Context: an optimization exercise on an open-source flow, tuned for small area, a short achievable clock period and few clock cycles. The choices shown serve that exercise and are no tape-out recipe.
Function was checked by simulation only, so behaviour that the tests miss may differ from the original.
Power figures rest on the tool's default switching activity, not on a simulated workload.

rev 12:
// rsdec
module rsdec (
    input  wire        clk,
    input  wire        rst,
    input  wire        in_valid,
    input  wire [7:0]  in_data,
    input  wire        in_last,
    output wire        in_ready,
    output wire        res_valid,
    input  wire        res_ready,
    output wire        res_fail,
    output wire [3:0]  res_nerr,
    output wire [79:0] res_pos,
    output wire [79:0] res_val
);
For scale: roughly 770 flip-flops, ~180 I/O pins, roughly 56000 um2 of cells after synthesis.
clock: 18.0 ns
lec_check: 0
cap_margin: 20
core_margin: 2
core_utilization: 30
place_density: 0.45
slew_margin: 20
standard.sh (not shown) runs the stock make flow with config.mk's settings and CLKGATE_MAP_FILE= SYNTH_SCRIPT=/design/flow/synth_recipe.tcl, a recipe that flattens the netlist after the stock synthesis.
==> flow/flow/run.sh <==
#!/bin/bash
set -e
export SETUP_SLACK_MARGIN=13.2
bash standard.sh > standard_flow.log 2>&1
Testbench counts of rev 12, summed over its fixed seeds: cycles 33,038.
Setup changes, rev 12 to rev 13
-- flow/design.v --
<<< rev 12, line 170
    wire [3:0] found_n = found + {3'd0, is_root};
    wire       c_stop  = (is_root & lastr) | (c == 8'd1);
    wire st_init = st_idle | st_fin2;
    wire go_bm   = st_init & b_full;
    wire r_last  = (r == NSYM - 1);
    wire o_last  = (r == T - 1);
>>> rev 13, line 170
    wire [3:0] found_n = found + {3'd0, is_root};
    wire       c_stop  = (is_root & lastr) | (c == 8'd1);
    wire go_bm   = st_idle & b_full;
    wire r_last  = (r == NSYM - 1);
    wire o_last  = (r == T - 1);
<<< rev 12, line 186
    wire ns_fin1  = st_chien & c_stop;
    wire ns_fin2  = st_fin1;
    wire ns_idle  = (st_init & ~b_full) | c_skip;
    always @(posedge clk) begin
        iv <= in_fire & ~rst;
>>> rev 13, line 185
    wire ns_fin1  = st_chien & c_stop;
    wire ns_fin2  = st_fin1;
    wire ns_idle  = (st_idle & ~b_full) | c_skip | st_fin2;
    always @(posedge clk) begin
        iv <= in_fire & ~rst;
<<< rev 12, line 261
            m_one  <= ns_waitc;
            m_step <= ns_chien;
            m_s0   <= ns_idle | ns_fin2 | ns_disc | ns_omega;
        end
        f1 <= dsum;
>>> rev 13, line 260
            m_one  <= ns_waitc;
            m_step <= ns_chien;
            m_s0   <= ns_idle | ns_disc | ns_omega;
        end
        f1 <= dsum;
<<< rev 12, line 267
        if (!st_scale) begin
            d   <= (st_chien | st_fin1) ? f2 : dsum;
            chg <= (dsum != 8'h00) && (st_init || ({L, 1'b0} <= {1'b0, r}));
        end
        chg1 <= st_upd & chg;
        ih   <= inv_a(st_chien ? osum : d);
        if (st_init)
            binv <= 8'h01;
        else if (chg1 | st_chien | st_fin1)
            binv <= inv_b(ih);
        for (k = 1; k <= T; k = k + 1) begin
            if (st_init)
                lam[k] <= 8'h00;
            else if (st_upd)
>>> rev 13, line 266
        if (!st_scale) begin
            d   <= (st_chien | st_fin1) ? f2 : dsum;
            chg <= (dsum != 8'h00) && (st_idle || ({L, 1'b0} <= {1'b0, r}));
        end
        chg1 <= st_upd & chg;
        ih   <= inv_a(st_chien ? osum : d);
        if (st_idle)
            binv <= 8'h01;
        else if (chg1 | st_chien | st_fin1)
            binv <= inv_b(ih);
        for (k = 1; k <= T; k = k + 1) begin
            if (st_idle)
                lam[k] <= 8'h00;
            else if (st_upd)
<<< rev 12, line 284
        end
        for (k = 0; k < T; k = k + 1) begin
            if (st_init)
                bb[k] <= (k == 0) ? 8'h01 : 8'h00;
            else if (st_upd & chg)
>>> rev 13, line 283
        end
        for (k = 0; k < T; k = k + 1) begin
            if (st_idle)
                bb[k] <= (k == 0) ? 8'h01 : 8'h00;
            else if (st_upd & chg)
<<< rev 12, line 293
                bb[k] <= mo[k+1];
        end
        if (st_init) begin
            L <= 5'd0;
            r <= 5'd0;
>>> rev 13, line 292
                bb[k] <= mo[k+1];
        end
        if (st_idle) begin
            L <= 5'd0;
            r <= 5'd0;
Notes after the runs:
Between rev 12 and rev 13, the flow reports placed instance area decreasing slightly. Est. power | rev 13 vs rev 12 | rev 13 lower. Wire length of the first global-routing pass improves in rev 13 relative to rev 12. In the tables for rev 12 and rev 13, overall routing resource usage reads higher with rev 12. [rev 13 vs rev 12] total setup buffers inserted after CTS: lower in rev 13.
Testbench counts of rev 13, summed over its fixed seeds: cycles 33,120.

* * *

before:
The RTL this note starts from:
==> flow/design.v <==
module rsdec (
    input  wire        clk,
    input  wire        rst,
    input  wire        in_valid,
    input  wire [7:0]  in_data,
    input  wire        in_last,
    output wire        in_ready,
    output wire        res_valid,
    input  wire        res_ready,
    output wire        res_fail,
    output wire [3:0]  res_nerr,
    output wire [79:0] res_pos,
    output wire [79:0] res_val
);
    localparam NSYM = 20;
    localparam T    = 10;
    function [7:0] gf_mul(input [7:0] a, input [7:0] b);
        integer k;
        reg [7:0] p, aa;
        begin
            p  = 8'h00;
            aa = a;
            for (k = 0; k < 8; k = k + 1) begin
                if (b[k]) p = p ^ aa;
                aa = aa[7] ? ((aa << 1) ^ 8'h1D) : (aa << 1);
            end
            gf_mul = p;
        end
    endfunction
    function [7:0] gf_pow(input integer e);
        integer k;
        reg [7:0] p;
        begin
            p = 8'h01;
            for (k = 0; k < e; k = k + 1)
                p = p[7] ? ((p << 1) ^ 8'h1D) : (p << 1);
            gf_pow = p;
        end
    endfunction
    function [3:0] m16(input [3:0] a, input [3:0] b);
        reg [6:0] p;
        integer i;
        begin
            p = 7'd0;
            for (i = 0; i < 4; i = i + 1) if (b[i]) p = p ^ ({3'd0, a} << i);
            for (i = 6; i > 3; i = i - 1) if (p[i]) p = p ^ (7'h13 << (i - 4));
            m16 = p[3:0];
        end
    endfunction
    function [3:0] i16(input [3:0] a);
        integer k;
        begin
            i16 = 4'd0;
            for (k = 1; k < 16; k = k + 1) if (m16(a, k) == 4'd1) i16 = k;
        end
    endfunction
    function [11:0] inv_a(input [7:0] x);
        reg [7:0] t;
        begin
            t[0] = x[0] ^ x[1] ^ x[2] ^ x[3] ^ x[4] ^ x[6] ^ x[7];
            t[1] = x[2] ^ x[3] ^ x[6] ^ x[7];
            t[2] = x[2] ^ x[4] ^ x[6];
            t[3] = x[3] ^ x[4] ^ x[5] ^ x[6];
            t[4] = x[4] ^ x[7];
            t[5] = x[1] ^ x[3] ^ x[4];
            t[6] = x[2] ^ x[5] ^ x[6];
            t[7] = x[5];
            inv_a = {t, m16(t[3:0], t[3:0]) ^ m16(t[3:0], t[7:4]) ^
                        m16(4'd8, m16(t[7:4], t[7:4]))};
        end
    endfunction
    function [7:0] inv_b(input [11:0] h);
        reg [7:0] u;
        reg [3:0] di;
        begin
            di = i16(h[3:0]);
            u  = {m16(h[11:8], di), m16(h[7:4] ^ h[11:8], di)};
            inv_b[0] = u[0] ^ u[2] ^ u[4] ^ u[5];
            inv_b[1] = u[1] ^ u[4] ^ u[5] ^ u[6] ^ u[7];
            inv_b[2] = u[1] ^ u[3] ^ u[4] ^ u[7];
            inv_b[3] = u[1] ^ u[2] ^ u[4];
            inv_b[4] = u[2] ^ u[6] ^ u[7];
            inv_b[5] = u[7];
            inv_b[6] = u[1] ^ u[3] ^ u[4] ^ u[6];
            inv_b[7] = u[2] ^ u[4] ^ u[6] ^ u[7];
        end
    endfunction
    integer k, j;
    reg        rdy;               
    reg        iv, il;            
    reg  [7:0] id;
    reg        a_first;           
    reg        a_full;            
    reg  [7:0] nb;                
    reg  [7:0] S [0:NSYM-1];      
    wire in_fire = in_valid & rdy;
    assign in_ready = rdy;
    reg st_idle;                  
    reg st_disc;                  
    reg st_upd;                   
    reg st_omega;                 
    reg st_waitc;                 
    reg st_chien;                 
    reg st_fin1, st_fin2;         
    reg  [T:1] m_lam;             
    reg        m_bb;              
    reg        m_ring;            
    reg        m_one;             
    reg  [4:0] r;                 
    reg  [4:0] L;
    reg  [7:0] lam [1:T];         
    reg  [7:0] bb  [0:T-1];       
    reg  [7:0] d;                 
    reg  [7:0] f1;                
    reg  [7:0] binv;              
    reg [11:0] ih;                
    reg        chg;               
    reg        chg1;              
    reg  [7:0] c;                 
    reg  [3:0] found;
    reg        lastr;             
    reg        root1, root2;
    reg        succ;
    reg        rv, rf;
    reg  [3:0] rn;
    reg  [7:0] rpos [0:T-1];
    reg  [7:0] rval [0:T-1];
    assign res_valid = rv;
    assign res_fail  = rf;
    assign res_nerr  = rn;
    genvar gi;
    generate
        for (gi = 0; gi < T; gi = gi + 1) begin : g_res
            assign res_pos[8*gi +: 8] = rpos[gi];
            assign res_val[8*gi +: 8] = rval[gi];
        end
    endgenerate
    wire [7:0] q  = gf_mul(d, binv);
    wire [7:0] qc = m_one ? 8'h01 : q;
    reg  [7:0] mo [1:T];
    reg  [7:0] dsum;
    always @* begin
        dsum = st_chien ? 8'h00 : S[0];
        for (j = 1; j <= T; j = j + 1) begin
            mo[j] = gf_mul((m_lam[j] ? lam[j] : 8'h00) | (m_bb ? bb[j-1] : 8'h00),
                           m_ring ? S[NSYM - j] : qc);
            dsum = dsum ^ mo[j];
        end
    end
    reg [7:0] lsum, osum;
    always @* begin
        lsum = 8'h00;
        osum = 8'h00;
        for (j = 1; j <= T; j = j + 1) begin
            lsum = lsum ^ lam[j];
            if (j % 2 == 1) osum = osum ^ lam[j];
        end
    end
    wire       is_root = (lsum == 8'h01);
    wire [3:0] found_n = found + {3'd0, is_root};
    wire       c_stop  = (is_root & lastr) | (c == 8'd1);
    wire go_bm   = st_idle & a_full;
    wire r_last  = (r == NSYM - 1);
    wire o_last  = (r == T - 1);
    wire c_ok    = !rv;
    wire c_dir   = (c < NSYM) || (L > T) || (L == 5'd0);
    wire c_start = st_waitc & c_ok & ~c_dir;
    wire c_skip  = st_waitc & c_ok & c_dir;
    wire ns_disc  = st_upd & ~r_last;
    wire ns_upd   = go_bm | st_disc;
    wire ns_omega = (st_upd & r_last) | (st_omega & ~o_last);
    wire ns_waitc = (st_omega & o_last) | (st_waitc & ~c_ok);
    wire ns_chien = c_start | (st_chien & ~c_stop);
    wire ns_fin1  = st_chien & c_stop;
    wire ns_fin2  = st_fin1;
    wire ns_idle  = (st_idle & ~a_full) | c_skip | st_fin2;
    always @(posedge clk) begin
        iv <= in_fire & ~rst;
        id <= in_data;
        il <= in_last;
        if (rst)
            rdy <= 1'b1;
        else if (in_fire & in_last)
            rdy <= 1'b0;
        else if (st_omega & o_last)
            rdy <= 1'b1;
        if (rst) begin
            a_first <= 1'b1;
            a_full  <= 1'b0;
        end else begin
            if (iv) begin
                a_first <= il;
                if (il) a_full <= 1'b1;
            end
            if (st_omega & o_last) a_full <= 1'b0;
        end
        if (iv) begin
            for (k = 0; k < NSYM; k = k + 1)
                S[k] <= (a_first ? 8'h00 : gf_mul(S[k], gf_pow(k))) ^ id;
            nb <= a_first ? 8'd1 : nb + 8'd1;
        end else if (st_upd | st_omega) begin
            for (k = 0; k < NSYM; k = k + 1) S[k] <= S[(k + 1) % NSYM];
        end
        if (rst) begin
            st_idle  <= 1'b1;
            st_disc  <= 1'b0;
            st_upd   <= 1'b0;
            st_omega <= 1'b0;
            st_waitc <= 1'b0;
            st_chien <= 1'b0;
            st_fin1  <= 1'b0;
            st_fin2  <= 1'b0;
            m_lam    <= {T{1'b0}};
            m_bb     <= 1'b0;
            m_ring   <= 1'b0;
            m_one    <= 1'b0;
        end else begin
            st_idle  <= ns_idle;
            st_disc  <= ns_disc;
            st_upd   <= ns_upd;
            st_omega <= ns_omega;
            st_waitc <= ns_waitc;
            st_chien <= ns_chien;
            st_fin1  <= ns_fin1;
            st_fin2  <= ns_fin2;
            if (ns_disc)
                m_lam <= {T{1'b1}};
            else if (st_omega)
                m_lam <= {m_lam[T-1:1], 1'b1};
            else
                m_lam <= {T{1'b0}};
            m_bb   <= ns_upd | ns_chien;
            m_ring <= ns_disc | ns_omega;
            m_one  <= ns_chien;
        end
        f1 <= dsum;
        d  <= (st_chien | st_fin1) ? f1 : dsum;
        chg  <= (dsum != 8'h00) && (st_idle || ({L, 1'b0} <= {1'b0, r}));
        chg1 <= st_upd & chg;
        ih   <= inv_a(st_chien ? osum : d);
        if (st_idle)
            binv <= 8'h01;
        else if (chg1 | st_chien | st_fin1)
            binv <= inv_b(ih);
        for (k = 1; k <= T; k = k + 1) begin
            if (st_idle)
                lam[k] <= 8'h00;
            else if (st_upd)
                lam[k] <= lam[k] ^ mo[k];
            else if (st_chien)
                lam[k] <= gf_mul(lam[k], gf_pow(255 - k));
        end
        for (k = 0; k < T; k = k + 1) begin
            if (st_idle)
                bb[k] <= (k == 0) ? 8'h01 : 8'h00;
            else if (st_upd & chg)
                bb[k] <= (k == 0) ? 8'h01 : lam[k];
            else if (st_upd | st_omega)
                bb[k] <= (k == 0) ? (st_omega ? dsum : 8'h00) : bb[k-1];
            else if (st_chien)
                bb[k] <= gf_mul(bb[k], gf_pow((255 - (T - 1 - k)) % 255));
        end
        if (st_idle) begin
            L <= 5'd0;
            r <= 5'd0;
        end else if (st_upd) begin
            if (chg) L <= r + 5'd1 - L;
            r <= r_last ? 5'd0 : r + 5'd1;
        end else if (st_omega) begin
            r <= r + 5'd1;
        end
        if (go_bm)
            c <= nb;
        else if (st_chien | st_fin1)
            c <= c - 8'd1;
        if (st_waitc) begin
            found <= 4'd0;
            lastr <= (L == 5'd1);
        end else if (st_chien) begin
            found <= found_n;
            lastr <= ({1'b0, found_n} + 5'd1 == L);
        end
        root1 <= st_chien & is_root;
        root2 <= root1;
        if (st_chien) succ <= (found_n == L[3:0]);
        if ((st_waitc & c_ok) | (st_fin2 & ~succ)) begin
            for (k = 0; k < T; k = k + 1) begin
                rpos[k] <= 8'h00;
                rval[k] <= 8'h00;
            end
        end else if (root2) begin
            rpos[0] <= c + 8'd1;
            rval[0] <= q;
            for (k = 1; k < T; k = k + 1) begin
                rpos[k] <= rpos[k-1];
                rval[k] <= rval[k-1];
            end
        end
        if (rst) begin
            rv <= 1'b0;
        end else if (c_skip) begin
            rv <= 1'b1;
            rf <= (L != 5'd0) || (c < NSYM);
            rn <= 4'd0;
        end else if (st_fin2) begin
            rv <= 1'b1;
            rf <= ~succ;
            rn <= succ ? L[3:0] : 4'd0;
        end else if (res_ready) begin
            rv <= 1'b0;
        end
    end
endmodule
export LEC_CHECK = 0
export CAP_MARGIN = 20
export CORE_MARGIN = 2
export CORE_UTILIZATION = 30
export PLACE_DENSITY = 0.45
export SLEW_MARGIN = 20
create_clock -name core_clock -period 18.0 [get_ports {clk}]
Scripts as last shown in full above: flow/flow/run.sh
Testbench counts of before, summed over its fixed seeds: cycles 38,641.
### before -> after
-- flow/design.v --
<<< before, line 99
    reg st_disc;                  
    reg st_upd;                   
    reg st_omega;                 
    reg st_waitc;                 
>>> after, line 99
    reg st_disc;                  
    reg st_upd;                   
    reg st_scale;                 
    reg st_omega;                 
    reg st_waitc;                 
<<< before, line 107
    reg        m_ring;            
    reg        m_one;             
    reg  [4:0] r;                 
    reg  [4:0] L;
>>> after, line 108
    reg        m_ring;            
    reg        m_one;             
    reg        m_step;            
    reg        m_binv;            
    reg        m_s0;              
    reg  [4:0] r;                 
    reg  [4:0] L;
<<< before, line 112
    reg  [7:0] bb  [0:T-1];       
    reg  [7:0] d;                 
    reg  [7:0] f1;                
    reg  [7:0] binv;              
    reg [11:0] ih;                
>>> after, line 116
    reg  [7:0] bb  [0:T-1];       
    reg  [7:0] d;                 
    reg  [7:0] f1, f2;            
    reg  [7:0] binv;              
    reg [11:0] ih;                
<<< before, line 136
        end
    endgenerate
    wire [7:0] q  = gf_mul(d, binv);
    wire [7:0] qc = m_one ? 8'h01 : q;
    reg  [7:0] mo [1:T];
    reg  [7:0] dsum;
    always @* begin
        dsum = st_chien ? 8'h00 : S[0];
        for (j = 1; j <= T; j = j + 1) begin
            mo[j] = gf_mul((m_lam[j] ? lam[j] : 8'h00) | (m_bb ? bb[j-1] : 8'h00),
                           m_ring ? S[NSYM - j] : qc);
            dsum = dsum ^ mo[j];
        end
>>> after, line 140
        end
    endgenerate
    wire [7:0] q = gf_mul(d, binv);
    reg  [7:0] mo [1:T];
    reg  [7:0] dsum;
    always @* begin
        dsum = m_s0 ? S[0] : 8'h00;
        for (j = 1; j <= T; j = j + 1) begin
            mo[j] = gf_mul((m_lam[j] ? lam[j] : 8'h00) | (m_bb ? bb[j-1] : 8'h00),
                           m_ring ? S[NSYM - j] :
                           m_step ? gf_pow((255 - (T - j)) % 255) :
                           m_one  ? 8'h01 :
                           m_binv ? binv : d);
            dsum = dsum ^ mo[j];
        end
<<< before, line 168
    wire c_skip  = st_waitc & c_ok & c_dir;
    wire ns_disc  = st_upd & ~r_last;
    wire ns_upd   = go_bm | st_disc;
    wire ns_omega = (st_upd & r_last) | (st_omega & ~o_last);
    wire ns_waitc = (st_omega & o_last) | (st_waitc & ~c_ok);
>>> after, line 174
    wire c_skip  = st_waitc & c_ok & c_dir;
    wire ns_disc  = st_upd & ~r_last;
    wire ns_scale = st_disc & chg1;
    wire ns_upd   = go_bm | (st_disc & ~chg1) | st_scale;
    wire ns_omega = (st_upd & r_last) | (st_omega & ~o_last);
    wire ns_waitc = (st_omega & o_last) | (st_waitc & ~c_ok);
<<< before, line 206
            st_disc  <= 1'b0;
            st_upd   <= 1'b0;
            st_omega <= 1'b0;
            st_waitc <= 1'b0;
>>> after, line 213
            st_disc  <= 1'b0;
            st_upd   <= 1'b0;
            st_scale <= 1'b0;
            st_omega <= 1'b0;
            st_waitc <= 1'b0;
<<< before, line 215
            m_ring   <= 1'b0;
            m_one    <= 1'b0;
        end else begin
            st_idle  <= ns_idle;
            st_disc  <= ns_disc;
            st_upd   <= ns_upd;
            st_omega <= ns_omega;
            st_waitc <= ns_waitc;
>>> after, line 223
            m_ring   <= 1'b0;
            m_one    <= 1'b0;
            m_step   <= 1'b0;
            m_binv   <= 1'b0;
            m_s0     <= 1'b1;
        end else begin
            st_idle  <= ns_idle;
            st_disc  <= ns_disc;
            st_upd   <= ns_upd;
            st_scale <= ns_scale;
            st_omega <= ns_omega;
            st_waitc <= ns_waitc;
<<< before, line 226
            if (ns_disc)
                m_lam <= {T{1'b1}};
            else if (st_omega)
                m_lam <= {m_lam[T-1:1], 1'b1};
            else
                m_lam <= {T{1'b0}};
            m_bb   <= ns_upd | ns_chien;
            m_ring <= ns_disc | ns_omega;
            m_one  <= ns_chien;
        end
        f1 <= dsum;
        d  <= (st_chien | st_fin1) ? f1 : dsum;
        chg  <= (dsum != 8'h00) && (st_idle || ({L, 1'b0} <= {1'b0, r}));
        chg1 <= st_upd & chg;
        ih   <= inv_a(st_chien ? osum : d);
>>> after, line 238
            if (ns_disc)
                m_lam <= {T{1'b1}};
            else if (st_omega & ~o_last)
                m_lam <= {m_lam[T-1:1], 1'b1};
            else
                m_lam <= {T{1'b0}};
            m_bb   <= ns_upd | ns_scale | ns_chien | ns_waitc;
            m_binv <= ns_scale;
            m_ring <= ns_disc | ns_omega;
            m_one  <= ns_waitc;
            m_step <= ns_chien;
            m_s0   <= ns_idle | ns_disc | ns_omega;
        end
        f1 <= dsum;
        f2 <= f1;
        if (!st_scale) begin
            d   <= (st_chien | st_fin1) ? f2 : dsum;
            chg <= (dsum != 8'h00) && (st_idle || ({L, 1'b0} <= {1'b0, r}));
        end
        chg1 <= st_upd & chg;
        ih   <= inv_a(st_chien ? osum : d);
<<< before, line 258
            else if (st_upd | st_omega)
                bb[k] <= (k == 0) ? (st_omega ? dsum : 8'h00) : bb[k-1];
            else if (st_chien)
                bb[k] <= gf_mul(bb[k], gf_pow((255 - (T - 1 - k)) % 255));
        end
        if (st_idle) begin
>>> after, line 276
            else if (st_upd | st_omega)
                bb[k] <= (k == 0) ? (st_omega ? dsum : 8'h00) : bb[k-1];
            else if (st_chien | st_scale)
                bb[k] <= mo[k+1];
        end
        if (st_idle) begin
Looking only at power share of the clock group, and setting everything else aside, the lower value of after and before goes to before. Power consumption on after is down relative to before. Looking at after and before, the initial core utilization is a wash. after — final area 0.0020 mm2 lower, before as reference. Die outline area went up slightly going from before to after. Wire length of the first global-routing pass: after vs before, no meaningful difference. after against before; initial DRC count is up by a few percent. Total routed wirelength | after below before. The final critical-path share of the clock period of after is lower than that of before. Buffering stage count on the worst path with inverters included: lower on after. In the route summary, after ends up with a via count below that of before. Least setup slack across all paths after layout up 44 ps in after wrt before. Any difference in final cell count between after and before is small enough to ignore.
Testbench counts of after, summed over its fixed seeds: cycles 39,417.

-- separate check: timing with driven ports --
In the flow no input, the clock included, has a driving cell. The finished layouts below were timed again as built, in two steps. Step 1 assumes that a clkbuf_16 drives the clock port and a buf_2 every other input. Step 2 adds t to the input delays and takes it off the output delays; t is the mean of the earliest and latest rising clock arrival at the registers after step 1. Input paths then give back, and output paths get back, about the clock's delay inside the block. Slacks: ideal ports / drivers / drivers and shift; pairs: ideal ports / drivers.
run	t (ns)	slack for setup (ns)	worst setup path at the end	slew at the worst register clock pin (ns)
rev 12	0.814	13.148 / 13.062 / 12.798	input to register	0.07 / 0.07
rev 13	0.802	13.169 / 13.083 / 12.862	input to register	0.07 / 0.07
before	0.784	13.077 / 13.077 / 12.651	input to register	0.07 / 0.07
after	0.772	13.121 / 13.053 / 12.510	input to register	0.07 / 0.07
After both steps setup and hold are still met in every run listed. The setup slack of after, which loses most, moves by -0.068 ns with the drivers and by -0.611 ns with both steps.
